From an optimization exercise on the open Yosys and OpenROAD flow, aimed at small area; shortcuts taken in it are not production practice. Function was checked by simulation only, so behaviour that the tests miss may differ from the original. Power figures rest on the tool's default switching activity, not on a simulated workload.

**flow/run.sh**
```bash
#!/bin/bash
# The standard layout (the standard.sh, standard synthesis included),
# with the smallest buffer cell as the port buffers.
set -euo pipefail
bash standard.sh "BUFFER_PORTS_ARGS=-buffer_cell sky130_fd_sc_hd__buf_1" \
    finish > make_finish.log 2>&1
```
**standard.sh**
```bash
#!/bin/bash
# synth_recipe.tcl (not shown) runs the flow's synth.tcl, then flattens the netlist and writes it again
# the make line also repeats each setting of config.mk as NAME=value (left out here)
make -C /OpenROAD-flow-scripts/flow DESIGN_CONFIG=/design/flow/config.mk WORK_HOME=/design/flow/orfs CLKGATE_MAP_FILE= SYNTH_SCRIPT=/design/flow/synth_recipe.tcl "${@:-finish}"
```
**config.mk**
```make
export PLATFORM = sky130hd
export DESIGN_NAME = dscpi_core
export DESIGN_NICKNAME = dscpi_core
export VERILOG_FILES = /design/flow/design.v
export SDC_FILE = /design/flow/constraint.sdc
export NUM_CORES = 4
export LEC_CHECK = 0
export CAP_MARGIN = 20
export CORE_MARGIN = 2
export CORE_UTILIZATION = 65
export CTS_BUF_LIST = sky130_fd_sc_hd__clkbuf_16
export CTS_CLUSTER_DIAMETER = 100
export CTS_CLUSTER_SIZE = 30
export SLEW_MARGIN = 20
```
**constraint.sdc**
```tcl
create_clock -name core_clock -period 20.0 [get_ports {clk}]
set_input_delay 4.0000 -clock core_clock [delete_from_list [all_inputs] [get_ports {clk}]]
set_output_delay 4.0000 -clock core_clock [all_outputs]
set_load 0.01 [all_outputs]
```
**design.v**
```verilog
module dscpi_core (
    input  wire         clk,
    input  wire         rst_n,
    input  wire         tick,
    input  wire         latch,
    input  wire [3:0]   q,
    input  wire         offhook,
    input  wire         hw_fault,
    output wire [1:0]   tone_class,
    output wire         tone_en,
    output wire [15:0]  tone_on,
    output wire [15:0]  tone_range,
    input  wire         cmd_valid,
    input  wire [1:0]   cmd_op,
    input  wire [7:0]   cmd_arg,
    input  wire [127:0] cmd_frame,
    output reg          rsp_valid,
    output wire [1:0]   rsp_code,
    output wire [158:0] status
);
    localparam [2:0] LS_IDLE  = 3'd0,
                     LS_AWAIT = 3'd1,
                     LS_HS    = 3'd2,
                     LS_RX    = 3'd3,
                     LS_ACK   = 3'd4;
    localparam [4:0] C_ERROR = 5'h00;    
    function [4:0] code_of_q;
        input [3:0] r;
        begin
            case (r)
                4'd0:    code_of_q = 5'h1B;             
                4'd10:   code_of_q = 5'h0F;             
                4'd11:   code_of_q = 5'h05;             
                4'd12:   code_of_q = 5'h04;             
                4'd13:   code_of_q = 5'h1E;             
                4'd14:   code_of_q = 5'h1D;             
                4'd15:   code_of_q = 5'h1C;             
                default: code_of_q = {1'b0, ~r};        
            endcase
        end
    endfunction
    function [7:0] byte_of_code;
        input [4:0] cs;
        reg [4:0] c;
        begin
            c = {cs[4], ~cs[3:0]};
            byte_of_code = {1'b0, c[4], ~c[4],
                            ~c[4] & ~(c[3] & ~c[2] & c[1]),
                            c[3] & ~(~c[2] & c[1] & c[0]),
                            c[2:0]};
        end
    endfunction
    function byte_sym;
        input [7:0] b;
        begin
            byte_sym = (b[7:4] == 4'h3 && !(b[3] && (b[2] || b[1]))) ||
                       (b[7:4] == 4'h2 && b[3:0] == 4'hA) ||
                       (b[7:4] == 4'h2 && b[3:0] == 4'h3) ||
                       (b[7:4] == 4'h4 && !b[3] &&
                        (b[2] ? b[1:0] == 2'b00 : b[1:0] != 2'b00));
        end
    endfunction
    function [4:0] code_of_byte;
        input [7:0] b;
        input       ok;
        begin
            code_of_byte = {b[7:4] == 4'h4 && ok,
                            ~(b[3] | (b[7:4] == 4'h2 && !b[3])) & ok,
                            ~b[2] & ok,
                            ~b[1] & ok,
                            ~b[0] & ok};
        end
    endfunction
    function [3:0] weight_of_byte;
        input [7:0] b;
        reg z;
        begin
            z = b[3:0] == 4'h0;
            weight_of_byte = {~b[4] | b[3] | z,
                              b[6] | (b[4] ? b[2] : b[0]),
                              b[4] ? (b[1] | z) : (b[1] & (b[6] | ~b[0])),
                              b[0] ^ (~b[6] & ~b[4])};
        end
    endfunction
    function [2:0] clamp_debug;
        input [7:0] v;
        begin
            if (v[7])
                clamp_debug = 3'd0;
            else if (v > 8'd5)
                clamp_debug = 3'd5;
            else
                clamp_debug = v[2:0];
        end
    endfunction
    function [3:0] add15;
        input [3:0] a;
        input [3:0] b;
        reg [3:0] s;
        reg       c;
        integer k;
        begin
            c = 1'b0;
            for (k = 0; k < 4; k = k + 1) begin
                s[k] = a[k] ^ b[k] ^ c;
                c    = (a[k] & b[k]) | (a[k] & c) | (b[k] & c);
            end
            for (k = 0; k < 4; k = k + 1) begin
                add15[k] = s[k] ^ c;
                c        = s[k] & c;
            end
        end
    endfunction
    function [7:0] csa15;
        input [3:0] a;
        input [3:0] b;
        input [3:0] c;
        reg [3:0] m;
        begin
            m = (a & b) | (a & c) | (b & c);
            csa15 = {m[2:0], m[3], a ^ b ^ c};
        end
    endfunction
    function [9:0] dec10;
        input [9:0] v;
        reg b;
        integer k;
        begin
            b = 1'b1;
            for (k = 0; k < 10; k = k + 1) begin
                dec10[k] = v[k] ^ b;
                b        = b & ~v[k];
            end
        end
    endfunction
    function [3:0] inc4;
        input [3:0] v;
        reg c;
        integer k;
        begin
            c = 1'b1;
            for (k = 0; k < 4; k = k + 1) begin
                inc4[k] = v[k] ^ c;
                c       = c & v[k];
            end
        end
    endfunction
    function [15:0] add16_2;
        input [15:0] v;
        input        a1;
        input        a0;
        reg c;
        integer k;
        begin
            add16_2[0] = v[0] ^ a0;
            c          = v[0] & a0;
            add16_2[1] = v[1] ^ a1 ^ c;
            c          = (v[1] & a1) | (v[1] & c) | (a1 & c);
            for (k = 2; k < 16; k = k + 1) begin
                add16_2[k] = v[k] ^ c;
                c          = c & v[k];
            end
        end
    endfunction
    reg         cs_e;            
    reg [3:0]   cs_q;            
    reg [2:0]   line_state;
    reg         dial;            
    reg [3:0]   t_hi;            
    reg [5:0]   t_lo;            
    reg [74:0]  fa_buf;          
    reg [3:0]   ck_sum;          
    reg         ck_all;          
    reg         last_valid;
    reg [79:0]  last_frame;      
    reg         checksum_valid;
    reg         err0, err1, err3;
    reg [2:0]   debug_level;
    reg [15:0]  status_version;
    reg         halted;
    reg         latch_q;
    reg         rsp_nok;         
    wire [4:0] cs_code = cs_e ? C_ERROR : code_of_q(cs_q);
    wire       cs_wok  = !cs_e && cs_q != 4'd0;    
    wire tk       = tick && !halted;
    wire in_idle  = line_state == LS_IDLE;
    wire in_await = line_state == LS_AWAIT;
    wire in_hs    = line_state == LS_HS;
    wire in_rx    = line_state == LS_RX;
    wire in_ack   = line_state == LS_ACK;
    wire gt1      = (|t_lo[5:1]) || (t_hi != 4'd0 && !in_rx);
    wire expire   = tk && !in_idle && !gt1;
    wire rx_more  = t_hi != 4'd0;                      
    wire sample   = expire && (in_hs || (in_rx && rx_more));
    wire t_fin    = sample && in_rx && t_hi == 4'd15;
    wire go_await = tk && in_idle && !hw_fault && offhook;
    wire [3:0] smp_sum = add15(in_hs ? 4'd0 : ck_sum, cs_q);
    wire       smp_all = (in_hs || ck_all) && cs_wok;
    wire       t_cv    = smp_all && smp_sum == 4'd15;
    wire [2:0] t_ls =
        go_await                                 ? LS_AWAIT :
        !expire                                  ? line_state :
        in_await                                 ? LS_HS :
        in_hs                                    ? LS_RX :
        in_rx                                    ? (rx_more ? LS_RX : LS_ACK) :
        in_ack                                   ? (offhook ? LS_AWAIT : LS_IDLE) :
                                                   line_state;
    wire       t_dial = (tk && in_idle && !hw_fault) ? !offhook : dial;
    wire [9:0] n_timer =
        !tk     ? {t_hi, t_lo} :
        in_idle ? 10'd1000 :
        gt1     ? dec10({t_hi, t_lo}) :
        in_await ? 10'd550 :
        in_hs   ? {4'd1, 6'd50} :
        in_rx   ? (rx_more ? {inc4(t_hi), 6'd50} : 10'd800) :
                  10'd1000;
    wire t_err0 = err0 || (sample && cs_e);
    wire t_err3 = err3 || (tk && hw_fault);
    wire err1_t = err1 || (t_fin && !t_cv);
    wire tick_changed = t_fin || (t_ls != line_state) ||
                        (t_err0 && !err0) || (t_err3 && !err3);
    wire t_active = (t_ls == LS_RX) && (sample ? t_hi != 4'd15 : rx_more);
    wire cmd   = cmd_valid && !halted;
    wire c_dbg = cmd && cmd_op == 2'd1;
    wire c_rst = cmd && cmd_op == 2'd2;
    wire c_inj = cmd && cmd_op == 2'd3 && !t_active;
    wire [79:0] inj_code;
    wire [15:0] inj_sym;         
    wire [15:0] inj_d;           
    wire [3:0]  w [0:15];
    genvar gi;
    generate
        for (gi = 0; gi < 16; gi = gi + 1) begin : g_sym
            wire [7:0] b = cmd_frame[8*gi +: 8];
            assign inj_sym[gi] = byte_sym(b);
            assign inj_d[gi]   = b[7:4] == 4'h4 && b[2];
            assign inj_code[5*gi +: 5] = code_of_byte(b, inj_sym[gi] && inj_ld);
            assign w[gi] = weight_of_byte(b);
        end
    endgenerate
    wire inj_err = !(&inj_sym);
    wire inj_ld  = rst_n && c_inj;
    wire inj_all = (&inj_sym) && !(|inj_d);
    wire [7:0] l1_0 = csa15(w[0],  w[1],  w[2]);
    wire [7:0] l1_1 = csa15(w[3],  w[4],  w[5]);
    wire [7:0] l1_2 = csa15(w[6],  w[7],  w[8]);
    wire [7:0] l1_3 = csa15(w[9],  w[10], w[11]);
    wire [7:0] l1_4 = csa15(w[12], w[13], w[14]);
    wire [7:0] l2_0 = csa15(l1_0[3:0], l1_0[7:4], l1_1[3:0]);
    wire [7:0] l2_1 = csa15(l1_1[7:4], l1_2[3:0], l1_2[7:4]);
    wire [7:0] l2_2 = csa15(l1_3[3:0], l1_3[7:4], l1_4[3:0]);
    wire [7:0] l3_0 = csa15(l2_0[3:0], l2_0[7:4], l2_1[3:0]);
    wire [7:0] l3_1 = csa15(l2_1[7:4], l2_2[3:0], l2_2[7:4]);
    wire [7:0] l4_0 = csa15(l3_0[3:0], l3_0[7:4], l3_1[3:0]);
    wire [7:0] l4_1 = csa15(l3_1[7:4], l1_4[7:4], w[15]);
    wire [7:0] l5_0 = csa15(l4_0[3:0], l4_0[7:4], l4_1[3:0]);
    wire [7:0] l6_0 = csa15(l5_0[3:0], l5_0[7:4], l4_1[7:4]);
    wire [3:0] fa  = l6_0[3:0];
    wire [3:0] fb  = l6_0[7:4];
    wire       inj_cv = inj_all && ((fb == ~fa) ||
                                    (fa == 4'd0  && fb == 4'd0) ||
                                    (fa == 4'd15 && fb == 4'd15));
    wire [2:0] dbg_new = clamp_debug(cmd_arg);
    wire cmd_changed = c_inj ||
                       (c_rst && (t_ls != LS_IDLE || t_err0 || err1_t || t_err3)) ||
                       (c_dbg && dbg_new != debug_level);
    always @(posedge clk) begin
        latch_q <= latch;
    end
    wire lf_tick = rst_n && t_fin && !c_inj;
    always @(posedge clk) begin
        if (!rst_n || c_inj || t_fin)
            last_frame <= inj_code | ({80{lf_tick}} & {cs_code, fa_buf});
    end
    always @(posedge clk) begin
        {t_hi, t_lo} <= n_timer;
        if (sample) begin
            fa_buf <= {cs_code, fa_buf[74:5]};
            ck_sum <= smp_sum;
            ck_all <= smp_all;
        end
        if (latch && !latch_q)
            cs_q <= q;
    end
    always @(posedge clk) begin
        if (!rst_n) begin
            cs_e           <= 1'b1;
            line_state     <= LS_IDLE;
            dial           <= 1'b0;
            last_valid     <= 1'b0;
            checksum_valid <= 1'b0;
            err0           <= 1'b0;
            err1           <= 1'b0;
            err3           <= hw_fault;
            debug_level    <= 3'd0;
            status_version <= 16'd0;
            halted         <= hw_fault;
            rsp_valid      <= 1'b0;
            rsp_nok        <= 1'b0;
        end else begin
            if (latch && !latch_q)
                cs_e <= 1'b0;
            if (c_rst) begin
                line_state <= LS_IDLE;
                dial       <= 1'b0;
                err0       <= 1'b0;
                err1       <= 1'b0;
                err3       <= 1'b0;
            end else begin
                line_state <= t_ls;
                dial       <= t_dial;
                err0       <= t_err0 || (c_inj && inj_err);
                err1       <= err1_t || (c_inj && !inj_cv);
                err3       <= t_err3;
            end
            if (c_inj) begin
                last_valid     <= 1'b1;
                checksum_valid <= inj_cv;
            end else if (t_fin) begin
                last_valid     <= 1'b1;
                checksum_valid <= t_cv;
            end
            if (c_dbg)
                debug_level <= dbg_new;
            status_version <= add16_2(status_version,
                                      tick_changed & cmd_changed,
                                      tick_changed ^ cmd_changed);
            rsp_valid      <= cmd_valid;
            rsp_nok        <= cmd_valid && (halted ? cmd_op != 2'd0 :
                                            (cmd_op == 2'd3 && t_active));
        end
    end
    assign tone_class = {in_ack, dial};
    assign tone_en    = in_ack | dial;
    assign tone_on    = dial   ? 16'd1136 :
                        in_ack ? 16'd357  : 16'd0;
    assign tone_range = dial   ? 16'd2273 :
                        in_ack ? 16'd714  : 16'd0;
    assign rsp_code = {rsp_nok & halted, rsp_nok & ~halted};
    wire [127:0] lf_bytes;
    generate
        for (gi = 0; gi < 16; gi = gi + 1) begin : g_out
            assign lf_bytes[8*gi +: 8] = byte_of_code(last_frame[5*gi +: 5]);
        end
    endgenerate
    wire [4:0] err_cause = {1'b0, err3, 1'b0, err1, err0};
    assign status = {halted,                
                     debug_level,           
                     err_cause,             
                     (err_cause != 5'd0),   
                     checksum_valid,        
                     last_valid,            
                     line_state,            
                     status_version,        
                     lf_bytes};             
endmodule
```
==> results.cfg, run 1 <==
[status]
outcome = timing/DRC/antenna clean

[global_route]
busiest_layer = met2
grt_pass1_vias = 10000
antenna_found_initial = 0
grt_use_met2_pct = 51.5
grt_usage_pct = 30.3
grt_util_met1_pct = 42.1
grt_remaining_overflow = 0
grt_first_pass_wirelength_mm = 52.3
use_met3_pct = 4.25
grt_max_degree = 83

[critical_path]
cp-end-kind = flip-flop
worst-path-buf-inv = 1
r2r_setup_slack_ns = 13.43
worst-path-stages = 24
cpLargestDelayFamily = adder cells
path_class = in2reg
cp_max_fo = 7
crit_path_start_kind = input port
crit_arrival_ns = 9.11
crit_end = status_version[14]
setup.worst_path.start = tick
reg2reg_to = status_version[14]
path_cells = buf_1 > nand2b_1 > nor3_4 > o2111ai_1 > nand3_1 > a21oi_1 > or3_1 > ha_1 > ha_1 > fa_1 > ha_1 > ha_1 > ha_1 > ha_1 > ha_1 > ha_1 > ha_1 > ha_1 > ha_1 > ha_1 > ha_1 > ha_1 > ha_1 > and2_1
critPathSlowestCell = or3_1
crit_top_cell = ha_1
worstRegToRegCells = 26
crit_required_ns = 20.38
r2r-start = t_hi[0]
critPathMaxStageDelay_ns = 0.41

[clocking]
clock_latency_ns = 0.48
clock_sinks = 207
cts_max_level = 1
cts-hold-fix-buffers = 0
cts-root-buf = clkbuf_16
cts_buffer_depth = 3
cts_tree = built
cts_setup_buffers = 0
clkTransAtPathRegs_ns = 0.12
post_cts_resized = 0
numCtsBuffers = 10

[drt]
dr_total_vias = 10700
first_iter_violations = 740
post_drt_via_cell_ratio = 5.86
antenna_left = 0
first_pass_iters = 5
routed_wl_mm = 33.2
wl_per_cell_microns = 18.2
route.detailed.drc = 0

[placement]
port_buffers = 310
gp_congestion = 0.926
dp.cells = 1807
hpwl_mm = 25.6

[power_and_ir_drop]
p_per_area_mw_per_mm2 = 90.7
clkPwrFrac_pct = 17.7
ir_drop_v = 0.000145
intPower_mw = 0.853
pwr-share-comb_pct = 46.1
p_seq_share_pct = 36.2
power_switching_mw = 0.473
p_leak_nw = 5.35
swShare_pct = 35.6

[logic_synthesis]
synth_top_area_cell = edfxtp_1
synthArstFlopShare_pct = 0
synth_edf_count = 175
synthTopCellsByArea = edfxtp_1 39%, fa_1 9.0%, dfxtp_1 4.8%
synthesis.area_sq_mm = 0.0134
yosysMostFrequentCell = edfxtp_1
ys_seq_area_share_pct = 44.1
yosys.area_share.simple_pct = 17.2
ys_top_cells_by_count = 175 x edfxtp_1, 139 x inv_1, 112 x nand2_1, 94 x o21ai_0, 74 x buf_4
muxShareOfSynthArea_pct = 0.234
synth_top_family_by_area = simple AND/OR/NAND/NOR gates
ys_warn_count = 1
synthAdderAreaFrac_pct = 11.8
synthXorXnorAreaFrac_pct = 2.16
synthFlopType = edfxtp_1
synth_compound_area_share_pct = 14.9
ys_ff_latch = 207
syn_area_per_cell_sq_um = 10.2
synth_cell_type_count = 78
yosysTopAreaCellShare_pct = 39.4
postSynthCellCount = 1308

[cells_and_area]
fill_cells = 1563
area_delta_synth_final_pct = 9.50
drive_gt1_share_pct = 2.96
fin_nets = 1789
fin_cells = 1824

[die]
design.core.area_sq_mm = 0.0202
die-area_sq_mm = 0.0217
die_w_microns = 147
start_util_pct = 66.2
ioPinCount = 346
rows = 52
fp.dieH_microns = 147

[sta]
rsz0062_at_grt = no
fin_skew_ns = 0.0133
finalHoldViolCount = 0
period_minus_slack_ns = 8.73
worst_pin_slew_ns = 1.10
setup_viol = 0
max_freq_ghz = 0.115
maxSlewHeadroom_pct = 26.5
fin_crit_sh_pct = 43.6
slew_viol_final = 0
tns_ns = 0

[run]
maxCapViolations = 0

[min_path]
hp-class = reg2reg
power by group through the flow:
stage | Sequential [mW] | Combinational [mW] | Clock [mW]
5_1_grt | 0.482 | 0.688 | 0.247
3_5_place_dp | 0.490 | 0.604 | 0
6_report | 0.480 | 0.612 | 0.234
3_3_place_gp | 0.490 | 0.580 | 0
4_1_cts | 0.480 | 0.608 | 0.235
2_1_floorplan | 0.488 | 0.478 | 0
cell type report:
| type | count | area, sq um | area share (%) |
|---|---|---|---|
| diodes | 1 | 2.50 | 0.0171 |
| clock buffers | 11 | 275 | 1.88 |
| clock inverters | 4 | 15.0 | 0.103 |
| inverters | 140 | 526 | 3.59 |
| repair buffers | 315 | 1210 | 8.30 |
| flip-flops and latches | 207 | 5900 | 40.3 |
| multi-input cells | 876 | 6360 | 43.5 |
| well taps | 270 | 338 | 2.31 |
stage by stage:
stage	cell area, sq um	total power, mW	hold slack (ns)	worst slack [ns]	utilization (%)
after floorplan	13500	0.966	0.426	8.62	-
after global placement	14300	1.07	0.433	10.87	70.9
after detailed placement	14300	1.09	0.434	10.76	70.9
after CTS	14600	1.32	0.456	11.26	72.4
after global routing	14600	1.42	0.471	10.95	72.5
final	14600	1.33	0.456	11.27	72.5
registers in the layout, summed over array words and instances, names as in the netlist, 3 cells and up:
register	flops
cs_q	4
debug_level	3
t_lo	6
fa_buf	75
status_version	16
line_state	3
t_hi	4
ck_sum	4
last_frame	80
logic make-up after synthesis:
family                     count (synthesis)
and+or+nand+nor                          419
other                                      1
muxes                                      3
adders and majority gates                 90
DFF                                      207
buffers and inverters                    259
xor gates and xnor gates                  33
AOI/OAI and AO/OA                        296
metal layers:
metal | share of wire (%) | vias to the layer above
li1 | - | 5049
met1 | 40 | 5155
met2 | 50 | 454
met3 | 7.9 | 35
met4 | 1.4 | 0
met5 | 0 | -
cell usage in the layout, fill, tap and decap left out, drive strengths merged, types with 22 or more instances in the layout:
| cell type | n |
|---|---|
| nand2b | 22 |
| inv | 143 |
| edfxtp | 175 |
| conb | 35 |
| ha | 30 |
| o21ai | 106 |
| nand2 | 118 |
| buf | 315 |
| fa | 60 |
| nor2b | 35 |
| nor3 | 23 |
| a21oi | 32 |
| nor2 | 65 |
| dfxtp | 32 |
| nand3 | 27 |
worst min-delay path by stage:
stage	startpoint	end	slack, ns	depth (start not counted)
3_3_place_gp	fa_buf[60]	fa_buf[55]	0.43	0
4_1_cts	fa_buf[12]	fa_buf[7]	0.46	0
2_1_floorplan	fa_buf[5]	fa_buf[0]	0.43	0
5_1_grt	fa_buf[45]	fa_buf[40]	0.47	0
3_5_place_dp	fa_buf[50]	fa_buf[45]	0.43	0
6_report	fa_buf[12]	fa_buf[7]	0.46	0
==> inputs of run 2 (changes only) <==
--- a/config.mk
+++ b/config.mk
@@ -8,7 +8,7 @@
 export CAP_MARGIN = 20
 export CORE_MARGIN = 2
 export CORE_UTILIZATION = 65
-export CTS_BUF_LIST = sky130_fd_sc_hd__clkbuf_16
-export CTS_CLUSTER_DIAMETER = 100
-export CTS_CLUSTER_SIZE = 30
+export CTS_BUF_LIST = sky130_fd_sc_hd__clkbuf_8
+export CTS_CLUSTER_DIAMETER = 60
+export CTS_CLUSTER_SIZE = 16
 export SLEW_MARGIN = 20
==> results.cfg, run 2 <==
[clocking]
cts_buffer_depth = 3
post_cts_resized = 0
cts_max_level = 1
cts_setup_buffers = 0
numCtsBuffers = 17
clock_latency_ns = 0.54
cts-root-buf = clkbuf_8
clock_sinks = 207
cts-hold-fix-buffers = 0
cts_tree = built
clkTransAtPathRegs_ns = 0.11

[critical_path]
critPathMaxStageDelay_ns = 0.64
setup.worst_path.start = cmd_frame[56]
cp_max_fo = 8
crit_arrival_ns = 9.08
crit_path_start_kind = input port
crit_top_cell = fa_1
path_cells = buf_1 > nor2b_1 > a211oi_1 > fa_1 > inv_1 > fa_1 > inv_1 > fa_1 > fa_1 > fa_1 > fa_1 > xnor2_1 > nor4_1 > o21ai_0 > nor3_1 > nand4_1 > o2bb2ai_1
path_class = in2reg
crit_required_ns = 20.43
r2r-start = t_hi[0]
critPathSlowestCell = fa_1
cp-end-kind = flip-flop
r2r_setup_slack_ns = 13.47

[global_route]
grt_pass1_vias = 10100
busiest_layer = met2
grt_remaining_overflow = 0
grt_use_met2_pct = 51.2
grt_first_pass_wirelength_mm = 52.4
grt_usage_pct = 30.4
antenna_found_initial = 0
use_met3_pct = 4.38
grt_util_met1_pct = 42.1
grt_max_degree = 83

[logic_synthesis]
synthFlopType = edfxtp_1
synth_top_area_cell = edfxtp_1
yosysMostFrequentCell = edfxtp_1
synthTopCellsByArea = edfxtp_1 39%, fa_1 9.0%, dfxtp_1 4.8%
ys_seq_area_share_pct = 44.1
syn_area_per_cell_sq_um = 10.2
synth_edf_count = 175
ys_ff_latch = 207
ys_warn_count = 1
synthArstFlopShare_pct = 0
postSynthCellCount = 1308
synthesis.area_sq_mm = 0.0134
ys_top_cells_by_count = 175 x edfxtp_1, 139 x inv_1, 112 x nand2_1, 94 x o21ai_0, 74 x buf_4
synth_cell_type_count = 78
yosysTopAreaCellShare_pct = 39.4

[sta]
period_minus_slack_ns = 8.65
slew_viol_final = 0
finalHoldViolCount = 0
fin_hold_ws_ns = 0.420
tns_ns = 0
worst_pin_slew_ns = 1.12
final.setup.worst_slack_ns = 11.35
fin_crit_sh_pct = 43.2
rsz0062_at_grt = no
setup_viol = 0
maxSlewHeadroom_pct = 25.2
max_freq_ghz = 0.116
fin_skew_ns = 0.0439

[power_and_ir_drop]
ir_drop_v = 0.000148
p_seq_share_pct = 36.2
p_per_area_mw_per_mm2 = 90.6
pwr-share-comb_pct = 46.2
power_mw = 1.33
intPower_mw = 0.846
swShare_pct = 36.2
p_leak_nw = 5.37
clkPwrFrac_pct = 17.7
power_switching_mw = 0.481

[cells_and_area]
largestRegisters = last_frame x80, fa_buf x75, status_version x16
largest_register = last_frame
layout_common_cells = 310 x buf_1, 175 x edfxtp_1, 144 x inv_1
multi_input_area_sq_mm = 0.00636
regArea_sq_mm = 0.00590
largest_reg_flops = 80
finalInstanceArea_sq_mm = 0.0146
area_delta_synth_final_pct = 9.66
drive_gt1_share_pct = 3.58
fin_nets = 1796
final_common_cell = buf_1
fill_cells = 1557

[die]
die-area_sq_mm = 0.0217
start_util_pct = 66.2
design.core.area_sq_mm = 0.0202
fp.dieH_microns = 147
ioPinCount = 346
rows = 52
die_w_microns = 147

[run]
maxCapViolations = 0

[drt]
route.detailed.drc = 0
dr_total_vias = 10700
post_drt_via_cell_ratio = 5.85
routed_wl_mm = 33.4
wl_per_cell_microns = 18.2
first_pass_iters = 6
antenna_left = 0
first_iter_violations = 738

[min_path]
hp-class = reg2reg
min_from = fa_buf[40]

[placement]
place_area_sq_mm = 0.0143
hpwl_mm = 25.6
gp_congestion = 0.926
place_ws_ns = 10.76
port_buffers = 310

[status]
outcome = timing/DRC/antenna clean
[run 2: cell counts after synthesis]
Identical to the previous run, type by type.
[run 2: path summary, 6_finish.rpt]
check,to,cells past startpoint
setup reg to reg,status_version[14],26
hold / removal,fa_buf[35],0
hold reg to reg,fa_buf[35],0
setup / recovery,err1,17
[run 2: area by class of cell]
type	count	area share (%)
Sequential cell	207	40.3
Tap cell	270	2.31
Timing Repair Buffer	315	8.29
Multi-Input combinational cell	876	43.4
Antenna cell	1	0.0171
Clock inverter	11	0.530
Clock buffer	17	1.60
Inverter	140	3.59
[run 2: stage by stage]
stage	util, %	instances
after floorplan	-	1342
after global routing	72.6	1836
after CTS	72.5	1835
after detailed placement	70.9	1807
final	72.6	1837
after global placement	70.9	1807
[run 2: routing by layer]
metal	part of all wire, %	vias to the layer above
met3	7.8	56
li1	-	5064
met5	0	-
met1	41	5173
met2	49	445
met4	2.1	0
[run 2: critical path: cells and delay by family]
family / cells / cell delay (ns)
compound gates: 3 / 0.75
simple gates: 4 / 0.76
fa+ha+maj: 6 / 3.09
xor+xnor: 1 / 0.10
buf+inv: 3 / 0.38
[run 2: kinds of logic after synthesis]
group,after synthesis,synth area share [%]
AND/OR/NAND/NOR,419,17.2
buffers and inverters,259,9.45
XOR/XNOR,33,2.16
other,1,0.0281
multiplexers,3,0.234
adder cells (fa/ha/maj),90,11.8
AO/OA/AOI/OAI,296,14.9
flip-flops,207,44.1
[run 2: power groups by stage]
stage	logic [mW]	registers (mW)	clock network, mW
2_1_floorplan	0.478	0.488	0
3_3_place_gp	0.580	0.490	0
3_5_place_dp	0.604	0.490	0
4_1_cts	0.608	0.480	0.238
5_1_grt	0.688	0.482	0.252
6_report	0.612	0.480	0.234
==> inputs of run 3 (changes only) <==
--- a/config.mk
+++ b/config.mk
@@ -8,7 +8,5 @@
 export CAP_MARGIN = 20
 export CORE_MARGIN = 2
 export CORE_UTILIZATION = 65
-export CTS_BUF_LIST = sky130_fd_sc_hd__clkbuf_8
-export CTS_CLUSTER_DIAMETER = 60
-export CTS_CLUSTER_SIZE = 16
+export CTS_BUF_LIST = sky130_fd_sc_hd__clkbuf_8 sky130_fd_sc_hd__clkbuf_16
 export SLEW_MARGIN = 20
==> results.cfg, run 3 <==
[clocking]
clock_sinks = 207
post_cts_resized = 0
cts_setup_buffers = 0
numCtsBuffers = 22
cts_buffer_depth = 3
cts_max_level = 1
clkTransAtPathRegs_ns = 0.06
clock_latency_ns = 0.51
cts_tree = built
cts-root-buf = clkbuf_16
cts-hold-fix-buffers = 0

[drt]
first_iter_violations = 770
routed_wl_mm = 33.9
wl_per_cell_microns = 18.3
antenna_left = 0
route.detailed.drc = 0
first_pass_iters = 5
post_drt_via_cell_ratio = 5.88
dr_total_vias = 10900

[logic_synthesis]
ys_ff_latch = 207
syn_area_per_cell_sq_um = 10.2
synth_cell_type_count = 78
yosysMostFrequentCell = edfxtp_1
synthFlopType = edfxtp_1
synthArstFlopShare_pct = 0
yosysTopAreaCellShare_pct = 39.4
ys_seq_area_share_pct = 44.1
ys_warn_count = 1
postSynthCellCount = 1308
synth_edf_count = 175
synth_top_area_cell = edfxtp_1
ys_top_cells_by_count = 175 x edfxtp_1, 139 x inv_1, 112 x nand2_1, 94 x o21ai_0, 74 x buf_4
synthTopCellsByArea = edfxtp_1 39%, fa_1 9.0%, dfxtp_1 4.8%
synthesis.area_sq_mm = 0.0134

[placement]
gp_congestion = 0.926
hpwl_mm = 25.6
dp.cells = 1807
port_buffers = 310

[critical_path]
path_class = in2reg
crit_path_start_kind = input port
cp_max_fo = 7
worstRegToRegCells = 26
cp-end-kind = flip-flop
crit_required_ns = 20.40
crit_arrival_ns = 9.08
r2r_setup_slack_ns = 13.48

[power_and_ir_drop]
swShare_pct = 33.5
power_mw = 1.51
p_per_area_mw_per_mm2 = 100
ir_drop_v = 0.000148
p_leak_nw = 5.57
p_seq_share_pct = 31.9
power_switching_mw = 0.505
pwr-share-comb_pct = 40.4
clkPwrFrac_pct = 27.7
intPower_mw = 1.00

[sta]
slew_viol_final = 0
rsz0062_at_grt = no
fin_crit_sh_pct = 43.4
max_freq_ghz = 0.115
finalHoldViolCount = 0
setup_viol = 0
period_minus_slack_ns = 8.68
fin_skew_ns = 0.0107
tns_ns = 0
worst_pin_slew_ns = 1.09
maxSlewHeadroom_pct = 27.3

[global_route]
grt_remaining_overflow = 0
grt_usage_pct = 31.1
grt_pass1_vias = 10400
grt_max_degree = 83
grt_first_pass_wirelength_mm = 53.4
antenna_found_initial = 0

[cells_and_area]
largest_register = last_frame
fill_cells = 1487
final_util_pct = 74.8
layout_common_cells = 310 x buf_1, 175 x edfxtp_1, 141 x inv_1
largest_reg_flops = 80
area_delta_synth_final_pct = 12.9
final_common_cell = buf_1
drive_gt1_share_pct = 4.37
largestRegisters = last_frame x80, fa_buf x75, status_version x16
fin_nets = 1801
fin_cells = 1850

[run]
maxCapViolations = 0

[status]
outcome = timing/DRC/antenna clean

[die]
design.core.area_sq_mm = 0.0202
rows = 52
start_util_pct = 66.2
die_w_microns = 147
ioPinCount = 346
die-area_sq_mm = 0.0217
fp.dieH_microns = 147

[min_path]
hp-class = reg2reg
hold_depth = 0
==> run 3: cell types whose count changed in the layout (fill, tap and decap cells not counted) <==
cell | previous run | this run
bufinv_16 | 1 | 2
clkbuf_16 | 0 | 24
clkbuf_8 | 17 | 2
clkinv_1 | 2 | 4
clkinv_2 | 2 | 4
diode_2 | 1 | 2
inv_1 | 144 | 141
inv_4 | 0 | 1
==> run 3: path summary, 6_finish.rpt <==
path | from | endpoint
setup / recovery | tick | status_version[14]
hold reg to reg | fa_buf[40] | fa_buf[35]
hold / removal | fa_buf[40] | fa_buf[35]
setup reg to reg | t_hi[0] | status_version[14]
==> run 3: worst max-delay path: stages <==
cell	delay, ns
buf_1	0.07
nand2b_1	0.20
nor3_4	0.35
o2111ai_1	0.18
nand3_1	0.26
a21oi_1	0.21
or3_1	0.41
ha_1	0.28
ha_1	0.19
fa_1	0.37
ha_1	0.19
ha_1	0.18
ha_1	0.18
ha_1	0.19
ha_1	0.18
ha_1	0.18
ha_1	0.17
ha_1	0.18
ha_1	0.18
ha_1	0.18
ha_1	0.18
ha_1	0.18
ha_1	0.26
and2_1	0.15
==> run 3: cell families after synthesis <==
logic type	Yosys count	synth area share, %
AND/OR/NAND/NOR	419	17.2
AO/OA/AOI/OAI	296	14.9
buffers and inverters	259	9.45
flip-flops	207	44.1
adder cells (fa/ha/maj)	90	11.8
XOR/XNOR	33	2.16
multiplexers	3	0.234
other	1	0.0281
==> run 3: power groups by stage <==
| stage | registers [mW] | clock network, mW | logic (mW) |
|---|---|---|---|
| 5_1_grt | 0.482 | 0.439 | 0.688 |
| 4_1_cts | 0.481 | 0.420 | 0.609 |
| 6_report | 0.481 | 0.418 | 0.609 |
| 3_3_place_gp | 0.490 | 0 | 0.580 |
| 2_1_floorplan | 0.488 | 0 | 0.478 |
| 3_5_place_dp | 0.490 | 0 | 0.604 |
==> run 3: per-stage QoR <==
| stage | setup slack [ns] | area [sq um] | hold slack [ns] |
|---|---|---|---|
| finish | 11.32 | 15100 | 0.450 |
| global route | 10.98 | 15100 | 0.457 |
| CTS | 11.30 | 15100 | 0.444 |
| detailed placement | 10.76 | 14300 | 0.434 |
| global placement | 10.87 | 14300 | 0.433 |
| floorplan | 8.62 | 13500 | 0.426 |
==> run 3: per-layer routing <==
| metal | global-route usage, % | share of wire, % | vias up |
|---|---|---|---|
| li1 | - | - | 5100 |
| met2 | 52.8 | 50 | 512 |
| met1 | 41.9 | 39 | 5207 |
| met4 | 8.61 | 2.2 | 0 |
| met5 | 0 | 0 | - |
| met3 | 4.97 | 8.2 | 60 |
==> run 3: layout make-up <==
class	count	area, sq um	area share (%)
Multi-Input combinational cell	876	6360	42.1
Sequential cell	207	5900	39.1
Timing Repair Buffer	315	1210	8.05
Clock buffer	26	628	4.16
Inverter	140	526	3.48
Tap cell	270	338	2.24
Clock inverter	14	120	0.796
Antenna cell	2	5.00	0.0332
==> inputs of run 4 (changes only) <==
--- a/config.mk
+++ b/config.mk
@@ -8,5 +8,7 @@
 export CAP_MARGIN = 20
 export CORE_MARGIN = 2
 export CORE_UTILIZATION = 65
-export CTS_BUF_LIST = sky130_fd_sc_hd__clkbuf_8 sky130_fd_sc_hd__clkbuf_16
+export CTS_BUF_LIST = sky130_fd_sc_hd__clkbuf_16
+export CTS_CLUSTER_DIAMETER = 60
+export CTS_CLUSTER_SIZE = 20
 export SLEW_MARGIN = 20
==> results.cfg, run 4 <==
[status]
outcome = timing/DRC/antenna clean

[sta]
setup_viol = 0
max_freq_ghz = 0.115
fin_skew_ns = 0.0234
period_minus_slack_ns = 8.70
worst_pin_slew_ns = 1.11
rsz0062_at_grt = no
final.setup.worst_slack_ns = 11.30
fin_hold_ws_ns = 0.449
tns_ns = 0
slew_viol_final = 0
finalHoldViolCount = 0
fin_crit_sh_pct = 43.5
maxSlewHeadroom_pct = 26.0

[power_and_ir_drop]
swShare_pct = 35.0
clkPwrFrac_pct = 23.2
p_per_area_mw_per_mm2 = 95.7
power_mw = 1.42
p_leak_nw = 5.46
ir_drop_v = 0.000151
intPower_mw = 0.924
pwr-share-comb_pct = 43.0
p_seq_share_pct = 33.8
power_switching_mw = 0.498

[die]
die-area_sq_mm = 0.0217
start_util_pct = 66.2
ioPinCount = 346
design.core.area_sq_mm = 0.0202
die_w_microns = 147
fp.dieH_microns = 147
rows = 52

[logic_synthesis]
synth_cell_type_count = 78
synth_edf_count = 175
yosysMostFrequentCell = edfxtp_1
synthArstFlopShare_pct = 0
ys_ff_latch = 207
postSynthCellCount = 1308
ys_warn_count = 1
ys_seq_area_share_pct = 44.1
synthFlopType = edfxtp_1
syn_area_per_cell_sq_um = 10.2
synth_top_area_cell = edfxtp_1
synthTopCellsByArea = edfxtp_1 39%, fa_1 9.0%, dfxtp_1 4.8%
synthesis.area_sq_mm = 0.0134
ys_top_cells_by_count = 175 x edfxtp_1, 139 x inv_1, 112 x nand2_1, 94 x o21ai_0, 74 x buf_4
yosysTopAreaCellShare_pct = 39.4

[cells_and_area]
final_common_cell = buf_1
regArea_sq_mm = 0.00590
final_util_pct = 73.7
largestRegisters = last_frame x80, fa_buf x75, status_version x16
fin_cells = 1836
multi_input_area_sq_mm = 0.00636
finalInstanceArea_sq_mm = 0.0149
largest_reg_flops = 80
area_delta_synth_final_pct = 11.3
largest_register = last_frame
fin_nets = 1795
layout_common_cells = 310 x buf_1, 175 x edfxtp_1, 142 x inv_1
drive_gt1_share_pct = 3.71
fill_cells = 1528

[drt]
route.met3.wl_mm = 2.60
first_iter_violations = 721
wl_met1_mm = 13.6
wl_per_cell_microns = 18.3
wl_met2_mm = 16.7
dr.max_layer_used = met4
routed_wl_mm = 33.5
antenna_left = 0
route.detailed.drc = 0
post_drt_via_cell_ratio = 5.89
first_pass_iters = 5
dr_total_vias = 10800

[critical_path]
crit_path_start_kind = input port
cp_max_fo = 7
setup.worst_path.start = tick
reg2reg_to = status_version[14]
r2r-start = t_hi[0]
crit_end = status_version[14]
r2r_setup_slack_ns = 13.47
crit_arrival_ns = 9.10
cp-end-kind = flip-flop
path_class = in2reg
worstRegToRegCells = 26
crit_required_ns = 20.40

[placement]
dp.cells = 1807
place_ws_ns = 10.76
place_area_sq_mm = 0.0143
port_buffers = 310
hpwl_mm = 25.6
gp_congestion = 0.926

[min_path]
min_from = fa_buf[12]
hp-class = reg2reg

[clocking]
clock_latency_ns = 0.50
cts_max_level = 1
cts_setup_buffers = 0
clock_sinks = 207
clkTransAtPathRegs_ns = 0.08
cts_tree = built
cts-hold-fix-buffers = 0
cts_buffer_depth = 3
numCtsBuffers = 16
cts-root-buf = clkbuf_16
post_cts_resized = 0

[global_route]
grt_usage_pct = 30.6
antenna_found_initial = 0
grt_max_degree = 83
grt_first_pass_wirelength_mm = 52.8
grt_pass1_vias = 10100
grt_remaining_overflow = 0

[run]
maxCapViolations = 0
run 4: cell count changes in the layout (fill, tap and decap cells not counted), moves of 2 or more:
cell / previous run / this run
clkbuf_16: 24 / 17
inv_6: 0 / 6
clkinv_2: 4 / 0
clkinv_1: 4 / 1
clkbuf_8: 2 / 0
clkinvlp_4: 2 / 0
run 4: metal layers:
metal  GRT usage (%)  up-vias
li1                -     5078
met3            4.84       48
met1            42.1     5232
met5               0        -
met4            7.26        0
met2            51.9      447
run 4: kinds of logic (layout without fill, tap and decap cells):
kind of cell    count (synthesis)  after routing  synth area share (%)
simple gates                  419            419                  17.2
compound gates                296            296                  14.9
buf+inv                       259            482                  9.45
flops                         207            207                  44.1
fa+ha+maj                      90             90                  11.8
xor+xnor                       33             33                  2.16
mux                             3              3                 0.234
other cells                     1             36                0.0281
run 4: how the worst min path moves through the flow:
stage / endpoint / slack (ns) / cells after the start
finish: fa_buf[7] / 0.45 / 0
global route: fa_buf[40] / 0.47 / 0
CTS: fa_buf[7] / 0.45 / 0
detailed placement: fa_buf[45] / 0.43 / 0
global placement: fa_buf[55] / 0.43 / 0
floorplan: fa_buf[0] / 0.43 / 0
run 4: cell type report:
class,count,share of cell area [%]
Multi-Input combinational cell,876,42.8
Sequential cell,207,39.7
Timing Repair Buffer,315,8.22
Inverter,140,3.54
Clock buffer,17,2.86
Tap cell,270,2.27
Clock inverter,10,0.632
Antenna cell,1,0.0168
run 4: critical path: stages:
cell       delay [ns]
buf_1            0.07
nand2b_1         0.21
nor3_4           0.35
o2111ai_1        0.18
nand3_1          0.26
a21oi_1          0.21
or3_1            0.41
ha_1             0.28
ha_1             0.19
fa_1             0.37
ha_1             0.19
ha_1             0.18
ha_1             0.19
ha_1             0.19
ha_1             0.18
ha_1             0.18
ha_1             0.18
ha_1             0.18
ha_1             0.18
ha_1             0.18
ha_1             0.18
ha_1             0.18
ha_1             0.26
and2_1           0.15
run 4: power by group through the flow:
| stage | logic, mW | clock network, mW | registers, mW |
|---|---|---|---|
| 2_1_floorplan | 0.478 | 0 | 0.488 |
| 3_3_place_gp | 0.580 | 0 | 0.490 |
| 3_5_place_dp | 0.604 | 0 | 0.490 |
| 4_1_cts | 0.608 | 0.332 | 0.480 |
| 5_1_grt | 0.688 | 0.347 | 0.482 |
| 6_report | 0.611 | 0.331 | 0.480 |
==> inputs of run 5 (changes only) <==
--- a/design.v
+++ b/design.v
@@ -23,19 +23,19 @@
                      LS_HS    = 3'd2,
                      LS_RX    = 3'd3,
                      LS_ACK   = 3'd4;
-    localparam [4:0] C_ERROR = 5'h00;    
+    localparam [4:0] C_ERROR = 5'h1F;    
     function [4:0] code_of_q;
         input [3:0] r;
         begin
             case (r)
-                4'd0:    code_of_q = 5'h1B;             
-                4'd10:   code_of_q = 5'h0F;             
-                4'd11:   code_of_q = 5'h05;             
-                4'd12:   code_of_q = 5'h04;             
-                4'd13:   code_of_q = 5'h1E;             
-                4'd14:   code_of_q = 5'h1D;             
-                4'd15:   code_of_q = 5'h1C;             
-                default: code_of_q = {1'b0, ~r};        
+                4'd0:    code_of_q = 5'h04;             
+                4'd10:   code_of_q = 5'h10;             
+                4'd11:   code_of_q = 5'h1A;             
+                4'd12:   code_of_q = 5'h1B;             
+                4'd13:   code_of_q = 5'h01;             
+                4'd14:   code_of_q = 5'h02;             
+                4'd15:   code_of_q = 5'h03;             
+                default: code_of_q = {1'b1, r};         
             endcase
         end
     endfunction
@@ -43,7 +43,7 @@
         input [4:0] cs;
         reg [4:0] c;
         begin
-            c = {cs[4], ~cs[3:0]};
+            c = {~cs[4], cs[3:0]};
             byte_of_code = {1'b0, c[4], ~c[4],
                             ~c[4] & ~(c[3] & ~c[2] & c[1]),
                             c[3] & ~(~c[2] & c[1] & c[0]),
@@ -64,11 +64,11 @@
         input [7:0] b;
         input       ok;
         begin
-            code_of_byte = {b[7:4] == 4'h4 && ok,
-                            ~(b[3] | (b[7:4] == 4'h2 && !b[3])) & ok,
-                            ~b[2] & ok,
-                            ~b[1] & ok,
-                            ~b[0] & ok};
+            code_of_byte = {!(b[7:4] == 4'h4 && ok),
+                            b[3] | ~ok | (b[7:4] == 4'h2 && !b[3]),
+                            b[2] | ~ok,
+                            b[1] | ~ok,
+                            b[0] | ~ok};
         end
     endfunction
     function [3:0] weight_of_byte;
@@ -270,7 +270,7 @@
     wire lf_tick = rst_n && t_fin && !c_inj;
     always @(posedge clk) begin
         if (!rst_n || c_inj || t_fin)
-            last_frame <= inj_code | ({80{lf_tick}} & {cs_code, fa_buf});
+            last_frame <= inj_code & ({80{!lf_tick}} | {cs_code, fa_buf});
     end
     always @(posedge clk) begin
         {t_hi, t_lo} <= n_timer;
--- a/config.mk
+++ b/config.mk
@@ -7,8 +7,8 @@
 export LEC_CHECK = 0
 export CAP_MARGIN = 20
 export CORE_MARGIN = 2
-export CORE_UTILIZATION = 65
+export CORE_UTILIZATION = 70
 export CTS_BUF_LIST = sky130_fd_sc_hd__clkbuf_16
-export CTS_CLUSTER_DIAMETER = 60
-export CTS_CLUSTER_SIZE = 20
+export CTS_CLUSTER_DIAMETER = 80
+export CTS_CLUSTER_SIZE = 25
 export SLEW_MARGIN = 20
==> results.cfg, run 5 <==
[cells_and_area]
fill_cells = 1284
fin_nets = 1699
final_common_cell = buf_1
layout_common_cells = 310 x buf_1, 175 x edfxtp_1, 95 x nor2_1
multi_input_area_sq_mm = 0.00630
largest_register = last_frame
largest_reg_flops = 80
regArea_sq_mm = 0.00590
drive_gt1_share_pct = 3.55
area_delta_synth_final_pct = 7.38
finalInstanceArea_sq_mm = 0.0145
largestRegisters = last_frame x80, fa_buf x75, status_version x16
antennaDiodeCount = 0

[logic_synthesis]
syn_area_per_cell_sq_um = 10.7
ys_seq_area_share_pct = 43.8
yosysMostFrequentCell = edfxtp_1
synth_cell_type_count = 74
synth_edf_count = 175
ys_top_cells_by_count = 175 x edfxtp_1, 123 x buf_4, 96 x nor2_1, 90 x inv_1, 60 x fa_1
synthArstFlopShare_pct = 0
ys_warn_count = 1
ys_ff_latch = 207
synthTopCellsByArea = edfxtp_1 39%, fa_1 8.9%, buf_4 6.9%
postSynthCellCount = 1261
yosysTopAreaCellShare_pct = 39.0
synthFlopType = edfxtp_1
synthesis.area_sq_mm = 0.0135
synth_top_area_cell = edfxtp_1

[drt]
dr_total_vias = 10500
antenna_left = 0
post_drt_via_cell_ratio = 6.17
route.detailed.drc = 0
first_iter_violations = 960
wl_per_cell_microns = 20.0
routed_wl_mm = 34.0
first_pass_iters = 5

[sta]
maxSlewHeadroom_pct = 30.1
max_freq_ghz = 0.107
rsz0062_at_grt = no
worst_pin_slew_ns = 1.03
slew_viol_final = 0
setup_viol = 0
tns_ns = 0
fin_skew_ns = 0.0211
fin_crit_sh_pct = 46.6
period_minus_slack_ns = 9.33
finalHoldViolCount = 0

[clocking]
clock_latency_ns = 0.47
clock_sinks = 207
cts_tree = built
cts-root-buf = clkbuf_16
clkTransAtPathRegs_ns = 0.10
cts_setup_buffers = 0
cts_max_level = 1
numCtsBuffers = 13
cts-hold-fix-buffers = 0
post_cts_resized = 0
cts_buffer_depth = 3

[run]
maxCapViolations = 0

[min_path]
min_from = fa_buf[46]
hp-class = reg2reg

[die]
design.core.area_sq_mm = 0.0188
ioPinCount = 346
rows = 50
start_util_pct = 71.8
fp.dieH_microns = 143
die_w_microns = 143
die-area_sq_mm = 0.0204

[placement]
place_area_sq_mm = 0.0140
gp_congestion = 0.924
hpwl_mm = 25.8
port_buffers = 310

[global_route]
antenna_found_initial = 1
grt_max_degree = 83
grt_first_pass_wirelength_mm = 51.5
grt_usage_pct = 32.7
grt_pass1_vias = 9589
grt_remaining_overflow = 0

[power_and_ir_drop]
p_per_area_mw_per_mm2 = 95.6
ir_drop_v = 0.000143
p_leak_nw = 5.04

[critical_path]
cp_max_fo = 7
crit_path_start_kind = input port
crit_required_ns = 20.38
path_class = in2reg
cp-end-kind = flip-flop
r2r-start = t_hi[0]
crit_arrival_ns = 9.71
setup.worst_path.start = cmd_frame[24]

[status]
outcome = timing/DRC/antenna clean
run 5: cell count changes after synthesis, moves of 16 or more:
cell / previous run / this run
inv_1: 139 / 90
a21oi_1: 32 / 50
a21boi_0: 0 / 17
buf_4: 74 / 123
o31a_1: 18 / 2
nand2_1: 112 / 42
o21ai_0: 94 / 59
o22a_1: 1 / 59
nor2_1: 65 / 96
run 5: path summary, 6_finish.rpt:
check                                           to  slack, ns  cells past startpoint
worst max register to register  status_version[14]      13.48                     24
worst min-delay path                    fa_buf[41]       0.45                      0
worst max-delay path                          err1      10.67                     17
worst min register to register          fa_buf[41]       0.45                      0
run 5: stage by stage:
stage               hold WS [ns]  total power [mW]  utilization, %  std cells  setup slack, ns
finish                     0.447              1.38            77.1       1700            10.67
floorplan                  0.426             0.983               -       1295             8.19
CTS                        0.450              1.38            76.8       1698            10.65
global route               0.461              1.46            77.1       1700            10.44
detailed placement         0.436              1.11            74.7       1677            10.18
global placement           0.431              1.09            74.7       1677            10.33
run 5: final cells by class:
| type | count | area share (%) |
|---|---|---|
| clock buffer | 13 | 2.25 |
| clock inverter | 8 | 0.415 |
| inverter | 91 | 2.36 |
| multi-input combinational | 831 | 43.6 |
| sequential | 207 | 40.8 |
| tap | 234 | 2.02 |
| timing repair buffer | 316 | 8.63 |
run 5: layer usage:
layer  part of all wire, %  GRT usage [%]  vias to the layer above
met5                 0.038              0                        -
met4                   2.1           6.83                        2
met3                   9.7           3.99                       49
met2                    49           55.2                      627
met1                    39           46.2                     4998
li1                      -              -                     4820
run 5: report_power, final:
part | switching, mW | total [mW] | internal [mW]
clock network | 0.147 | 0.272 | 0.124
logic | 0.344 | 0.635 | 0.291
registers | 0.00572 | 0.477 | 0.472
total | 0.497 | 1.38 | 0.887
run 5: worst max-delay path, cell delays in order:
cell       delay, ns
buf_1           0.29
nor2_1          0.13
a211o_1         0.35
fa_1            0.57
inv_1           0.07
fa_1            0.48
fa_1            0.46
fa_1            0.53
fa_1            0.54
fa_1            0.63
xnor2_1         0.10
nor4_1          0.26
a211oi_1        0.11
a2111o_1        0.40
a2111oi_0       0.44
nand3_1         0.13
o21a_1          0.20
run 5: kinds of logic after synthesis:
| group | synth area share (%) |
|---|---|
| AO/OA/AOI/OAI | 15.6 |
| buffers and inverters | 10.6 |
| other | 0.0278 |
| adder cells (fa/ha/maj) | 11.7 |
| AND/OR/NAND/NOR | 15.8 |
| flip-flops | 43.8 |
| multiplexers | 0.223 |
| XOR/XNOR | 2.34 |
==> inputs of run 6 (changes only) <==
--- a/config.mk
+++ b/config.mk
@@ -7,8 +7,8 @@
 export LEC_CHECK = 0
 export CAP_MARGIN = 20
 export CORE_MARGIN = 2
-export CORE_UTILIZATION = 70
+export CORE_UTILIZATION = 65
 export CTS_BUF_LIST = sky130_fd_sc_hd__clkbuf_16
-export CTS_CLUSTER_DIAMETER = 80
-export CTS_CLUSTER_SIZE = 25
+export CTS_CLUSTER_DIAMETER = 60
+export CTS_CLUSTER_SIZE = 20
 export SLEW_MARGIN = 20
==> results.cfg, run 6 <==
[status]
outcome = timing/DRC/antenna clean

[clocking]
cts_max_level = 1
clkTransAtPathRegs_ns = 0.07
clock_sinks = 207
cts_setup_buffers = 0
clock_latency_ns = 0.49
cts_tree = built
post_cts_resized = 0
cts-hold-fix-buffers = 0
cts_buffer_depth = 3
numCtsBuffers = 17
cts-root-buf = clkbuf_16

[critical_path]
critPathSlowestCell = fa_1
crit_arrival_ns = 10.07
path_cells = buf_1 > nor2b_1 > a211oi_1 > fa_1 > fa_1 > fa_1 > fa_1 > fa_1 > fa_1 > xnor2_1 > nor4_1 > a211oi_1 > a2111o_1 > a2111oi_0 > nand3_1 > o21a_1
crit_top_cell = fa_1
critPathMaxStageDelay_ns = 0.63
crit_required_ns = 20.39
r2r_setup_slack_ns = 13.54
path_class = in2reg
worstRegToRegCells = 24
cp-end-kind = flip-flop
crit_path_start_kind = input port
worst-path-buf-inv = 1
worst-path-stages = 16
cpLargestDelayFamily = adder cells
cp_max_fo = 8

[drt]
antenna_left = 0
post_drt_via_cell_ratio = 5.91
wl_per_cell_microns = 19.1
dr_total_vias = 10300
route.detailed.drc = 0
first_pass_iters = 6
routed_wl_mm = 33.4
first_iter_violations = 763

[run]
maxCapViolations = 0

[logic_synthesis]
synthFlopType = edfxtp_1
postSynthCellCount = 1261
synth_top_area_cell = edfxtp_1
syn_area_per_cell_sq_um = 10.7
yosysTopAreaCellShare_pct = 39.0
synth_cell_type_count = 74
yosysMostFrequentCell = edfxtp_1
ys_warn_count = 1
synthesis.area_sq_mm = 0.0135
ys_top_cells_by_count = 175 x edfxtp_1, 123 x buf_4, 96 x nor2_1, 90 x inv_1, 60 x fa_1
synthTopCellsByArea = edfxtp_1 39%, fa_1 8.9%, buf_4 6.9%
synth_edf_count = 175
synthArstFlopShare_pct = 0
ys_ff_latch = 207
ys_seq_area_share_pct = 43.8

[die]
die_w_microns = 148
die-area_sq_mm = 0.0219
rows = 52
start_util_pct = 66.4
ioPinCount = 346
design.core.area_sq_mm = 0.0203
fp.dieH_microns = 148

[sta]
tns_ns = 0
worst_pin_slew_ns = 1.03
fin_crit_sh_pct = 48.4
final.setup.worst_slack_ns = 10.31
fin_skew_ns = 0.0162
setup_viol = 0
finalHoldViolCount = 0
period_minus_slack_ns = 9.69
rsz0062_at_grt = no
maxSlewHeadroom_pct = 30.4
max_freq_ghz = 0.103
slew_viol_final = 0

[cells_and_area]
drive_gt1_share_pct = 4.21
regArea_sq_mm = 0.00590
largestRegisters = last_frame x80, fa_buf x75, status_version x16
multi_input_area_sq_mm = 0.00630
layout_common_cells = 310 x buf_1, 175 x edfxtp_1, 95 x nor2_1
final_common_cell = buf_1
fin_nets = 1701
area_delta_synth_final_pct = 8.93
fill_cells = 1533
largest_reg_flops = 80
largest_register = last_frame

[global_route]
antenna_found_initial = 3
grt_remaining_overflow = 0
grt_pass1_vias = 9582
grt_usage_pct = 30.1
grt_first_pass_wirelength_mm = 51.4
grt_max_degree = 82

[power_and_ir_drop]
ir_drop_v = 0.000189
p_per_area_mw_per_mm2 = 101
p_leak_nw = 5.10

[placement]
gp_congestion = 0.964
port_buffers = 310
place_ws_ns = 10.03
hpwl_mm = 25.4

[min_path]
hold_depth = 0
hp-class = reg2reg
[run 6: cell count changes in the layout (fill, tap and decap cells not counted), sizes merged, moves of 2 or more]
| cell | delta |
|---|---|
| clkinv | +3 |
| clkbuf | +4 |
| bufinv | +2 |
| clkinvlp | +2 |
| buf | -2 |
| inv | -2 |
[run 6: kinds of logic (layout without fill, tap and decap cells)]
family / count (synthesis) / count (layout) / synth area share, %
other: 1 / 36 / 0.0278
buffers and inverters: 257 / 435 / 10.6
DFF: 207 / 207 / 43.8
xor gates and xnor gates: 36 / 36 / 2.34
and+or+nand+nor: 373 / 373 / 15.8
adders and majority gates: 90 / 90 / 11.7
AOI/OAI and AO/OA: 294 / 294 / 15.6
muxes: 3 / 3 / 0.223
[run 6: area by class of cell]
type / instances / area share, %
Multi-Input combinational cell: 831 / 42.9
Clock buffer: 17 / 2.90
Clock inverter: 13 / 1.04
Inverter: 91 / 2.33
Sequential cell: 207 / 40.2
Antenna cell: 1 / 0.0171
Timing Repair Buffer: 314 / 8.30
Tap cell: 270 / 2.30
[run 6: final timing paths]
kind / from / to
setup / recovery: cmd_frame[4] / err1
hold / removal: fa_buf[39] / fa_buf[34]
setup reg to reg: t_hi[0] / status_version[14]
hold reg to reg: fa_buf[39] / fa_buf[34]
[run 6: metrics by stage]
step / cell area (sq um) / power (mW) / hold slack (ns) / cells / util (%)
after floorplan: 13600 / 0.983 / 0.426 / 1295 / -
after global placement: 14100 / 1.07 / 0.431 / 1712 / 69.3
after global routing: 14700 / 1.57 / 0.463 / 1743 / 72.3
final: 14700 / 1.47 / 0.450 / 1744 / 72.3
after detailed placement: 14100 / 1.11 / 0.437 / 1712 / 69.3
after CTS: 14600 / 1.46 / 0.453 / 1742 / 72.1
[run 6: layer usage]
| layer | wire (microns) | part of all wire (%) | track usage, % |
|---|---|---|---|
| met5 | 27 | 0.081 | 0 |
| met4 | 548 | 1.6 | 6.43 |
| met3 | 3310 | 9.9 | 7.35 |
| met2 | 15800 | 47 | 48.7 |
| met1 | 13700 | 41 | 41.8 |
[run 6: worst reg2reg max path, stage by stage, from the launching register on]
cell      delay, ns
edfxtp_1       0.41
inv_1          0.12
ha_1           0.17
or3b_1         0.51
a211oi_2       0.62
a211oi_1       0.22
o41ai_2        0.61
o211ai_1       0.18
ha_1           0.32
ha_1           0.19
fa_1           0.38
ha_1           0.21
ha_1           0.19
ha_1           0.18
ha_1           0.19
ha_1           0.19
ha_1           0.19
ha_1           0.18
ha_1           0.18
ha_1           0.18
ha_1           0.18
ha_1           0.18
ha_1           0.18
ha_1           0.26
and2_1         0.15
[run 6: report_power, final]
| group | leakage [nW] | internal, mW | switching [mW] | total, mW |
|---|---|---|---|---|
| clock network | 0.283 | 0.188 | 0.165 | 0.353 |
| registers | 1.76 | 0.472 | 0.00571 | 0.477 |
| logic | 3.05 | 0.291 | 0.353 | 0.644 |
==> inputs of run 7 (changes only) <==
==> flow/run.sh (replaced) <==
#!/bin/bash
# The standard layout (the standard.sh, standard synthesis included),
# with the smallest buffer cell as the port buffers and a clock tree of
# few large clock buffers without dummy balancing loads.
set -euo pipefail
bash standard.sh "BUFFER_PORTS_ARGS=-buffer_cell sky130_fd_sc_hd__buf_1" \
    "CTS_ARGS=-sink_clustering_enable -repair_clock_nets -sink_clustering_size 25 -sink_clustering_max_diameter 80 -buf_list sky130_fd_sc_hd__clkbuf_16 -dont_use_dummy_load" \
    finish > make_finish.log 2>&1
--- a/config.mk
+++ b/config.mk
@@ -7,8 +7,5 @@
 export LEC_CHECK = 0
 export CAP_MARGIN = 20
 export CORE_MARGIN = 2
-export CORE_UTILIZATION = 65
-export CTS_BUF_LIST = sky130_fd_sc_hd__clkbuf_16
-export CTS_CLUSTER_DIAMETER = 60
-export CTS_CLUSTER_SIZE = 20
+export CORE_UTILIZATION = 70
 export SLEW_MARGIN = 20
==> results.cfg, run 7 <==
[status]
outcome = timing/DRC/antenna clean

[die]
design.core.area_sq_mm = 0.0188
start_util_pct = 71.8
fp.dieH_microns = 143
ioPinCount = 346
die_w_microns = 143
rows = 50
die-area_sq_mm = 0.0204

[drt]
first_pass_iters = 7
dr_total_vias = 10500
post_drt_via_cell_ratio = 6.19
antenna_left = 0
wl_per_cell_microns = 20.0
routed_wl_mm = 33.8
route.detailed.drc = 0
first_iter_violations = 886

[global_route]
grt_max_degree = 83
grt_first_pass_wirelength_mm = 51.3
grt_pass1_vias = 9545
grt_usage_pct = 32.6
grt_remaining_overflow = 0
antenna_found_initial = 0

[power_and_ir_drop]
power_switching_mw = 0.479
ir_drop_v = 0.000141
p_seq_share_pct = 35.2
intPower_mw = 0.879
clkPwrFrac_pct = 18.4
p_per_area_mw_per_mm2 = 94.3
p_leak_nw = 4.99
power_mw = 1.36
swShare_pct = 35.3
pwr-share-comb_pct = 46.4

[logic_synthesis]
synth_cell_type_count = 74
syn_area_per_cell_sq_um = 10.7
synthesis.area_sq_mm = 0.0135
yosysTopAreaCellShare_pct = 39.0
yosysMostFrequentCell = edfxtp_1
synthFlopType = edfxtp_1
synth_edf_count = 175
synthArstFlopShare_pct = 0
postSynthCellCount = 1261
synth_top_area_cell = edfxtp_1
ys_ff_latch = 207
ys_seq_area_share_pct = 43.8
synthTopCellsByArea = edfxtp_1 39%, fa_1 8.9%, buf_4 6.9%
ys_top_cells_by_count = 175 x edfxtp_1, 123 x buf_4, 96 x nor2_1, 90 x inv_1, 60 x fa_1
ys_warn_count = 1

[clocking]
clock_latency_ns = 0.48
cts_buffer_depth = 3
cts_setup_buffers = 0
clkTransAtPathRegs_ns = 0.10
numCtsBuffers = 13
cts_max_level = 1
cts_tree = built
cts-hold-fix-buffers = 0
post_cts_resized = 0
cts-root-buf = clkbuf_16
clock_sinks = 207

[sta]
fin_crit_sh_pct = 46.7
max_freq_ghz = 0.107
worst_pin_slew_ns = 1.08
tns_ns = 0
period_minus_slack_ns = 9.34
setup_viol = 0
slew_viol_final = 0
fin_skew_ns = 0.0423
maxSlewHeadroom_pct = 27.2
finalHoldViolCount = 0
rsz0062_at_grt = no

[critical_path]
crit_arrival_ns = 9.72
path_class = in2reg
cpLargestDelayFamily = adder cells
path_cells = buf_1 > nor2_1 > a211o_1 > fa_1 > inv_1 > fa_1 > fa_1 > fa_1 > fa_1 > fa_1 > xnor2_1 > nor4_1 > a211oi_1 > a2111o_1 > a2111oi_0 > nand3_1 > o21a_1
r2r-start = t_hi[0]
crit_top_cell = fa_1
cp-end-kind = flip-flop
cp_max_fo = 7
worstRegToRegCells = 24
crit_required_ns = 20.38
critPathSlowestCell = fa_1
worst-path-buf-inv = 2
crit_path_start_kind = input port
reg2reg_to = status_version[14]
r2r_setup_slack_ns = 13.48
critPathMaxStageDelay_ns = 0.63

[placement]
port_buffers = 310
gp_congestion = 0.924
hpwl_mm = 25.8

[min_path]
min_from = fa_buf[46]
holdPathEnd = fa_buf[41]
hp-class = reg2reg
hold_depth = 0

[cells_and_area]
final_common_cell = buf_1
fin_nets = 1699
antennaDiodeCount = 0
layout_common_cells = 310 x buf_1, 175 x edfxtp_1, 95 x nor2_1
largest_reg_flops = 80
largestRegisters = last_frame x80, fa_buf x75, status_version x16
area_delta_synth_final_pct = 6.94
largest_register = last_frame
drive_gt1_share_pct = 3.29

[run]
maxCapViolations = 0
## run 7: cell counts after synthesis
No cell type changed its count.
## run 7: layout make-up
cell class / instances / area [sq um]
well taps: 234 / 293
repair buffers: 316 / 1250
clock buffers: 13 / 325
flip-flops and latches: 207 / 5900
fillers: 1296 / 4360
inverters: 91 / 342
multi-input cells: 831 / 6300
## run 7: worst max path at each step
stage	end	cells after the start	slack [ns]	startpoint
2_1_floorplan	status_version[14]	23	8.19	tick
3_3_place_gp	err1	17	10.33	cmd_frame[24]
3_5_place_dp	err1	17	10.18	cmd_frame[24]
4_1_cts	status_version[14]	25	10.65	tick
5_1_grt	err1	17	10.44	cmd_frame[24]
6_report	err1	17	10.66	cmd_frame[24]
## run 7: layer usage
metal / vias to the layer above / global-route usage, % / routed length [microns]
li1: 4808 / - / -
met1: 5018 / 46.3 / 13600
met2: 602 / 54.9 / 16400
met3: 49 / 3.72 / 3020
met4: 0 / 6.93 / 760
met5: - / 0 / 0
## run 7: power groups by stage
stage	clock [mW]	sequential, mW	combinational (mW)
floorplan	0	0.486	0.497
global placement	0	0.487	0.599
detailed placement	0	0.487	0.622
CTS	0.252	0.478	0.626
global route	0.264	0.478	0.699
finish	0.250	0.478	0.631
## run 7: kinds of logic after synthesis
logic type	share of synthesized area, %
buffers and inverters	10.6
adder cells (fa/ha/maj)	11.7
flip-flops	43.8
multiplexers	0.223
other	0.0278
XOR/XNOR	2.34
AO/OA/AOI/OAI	15.6
AND/OR/NAND/NOR	15.8
## run 7: metrics by stage
step           instances  hold WS, ns  setup WS, ns  util [%]  area (sq um)
2_1_floorplan       1295        0.426          8.19         -         13600
3_3_place_gp        1677        0.431         10.33      74.7         14000
3_5_place_dp        1677        0.436         10.18      74.7         14000
4_1_cts             1690        0.420         10.65      76.5         14400
5_1_grt             1692        0.434         10.44      76.8         14400
6_report            1692        0.425         10.66      76.8         14400

re-timing with driven ports:
The results above use ideal ports. As a check the final layouts listed here were re-extracted and re-timed, cells and wires unchanged.
Step 1 sets driving cells, clkbuf_16 on the clock port and buf_2 on the other inputs (assumed; they add their load-dependent delay and slew).
Step 2 moves the port delays by t, midway between the first and last clock arrival at a register: inputs arrive t later, outputs are due t later. That takes back most of the time a late clock gives input paths.
a / b / c = no drivers / after step 1 / after step 2; a / b = the first two.
run | shift t [ns] | setup slack, ns | worst hold slack (ns)
run 1 | 0.520 | 11.271 / 11.297 / 10.777 | 0.456 / 0.456 / 0.456
run 2 | 0.561 | 11.352 / 11.374 / 10.812 | 0.420 / 0.420 / 0.420
run 3 | 0.548 | 11.318 / 11.339 / 10.791 | 0.450 / 0.450 / 0.450
run 4 | 0.536 | 11.302 / 11.327 / 10.792 | 0.449 / 0.449 / 0.449
run 5 | 0.510 | 10.673 / 10.690 / 10.180 | 0.447 / 0.447 / 0.447
run 6 | 0.535 | 10.314 / 10.330 / 9.795 | 0.450 / 0.450 / 0.450
run 7 | 0.502 | 10.663 / 10.681 / 10.179 | 0.425 / 0.425 / 0.425
After both steps every run listed still meets setup and hold. The setup slack of run 2, which loses most, moves by +0.022 ns with the drivers and by -0.540 ns with both steps.
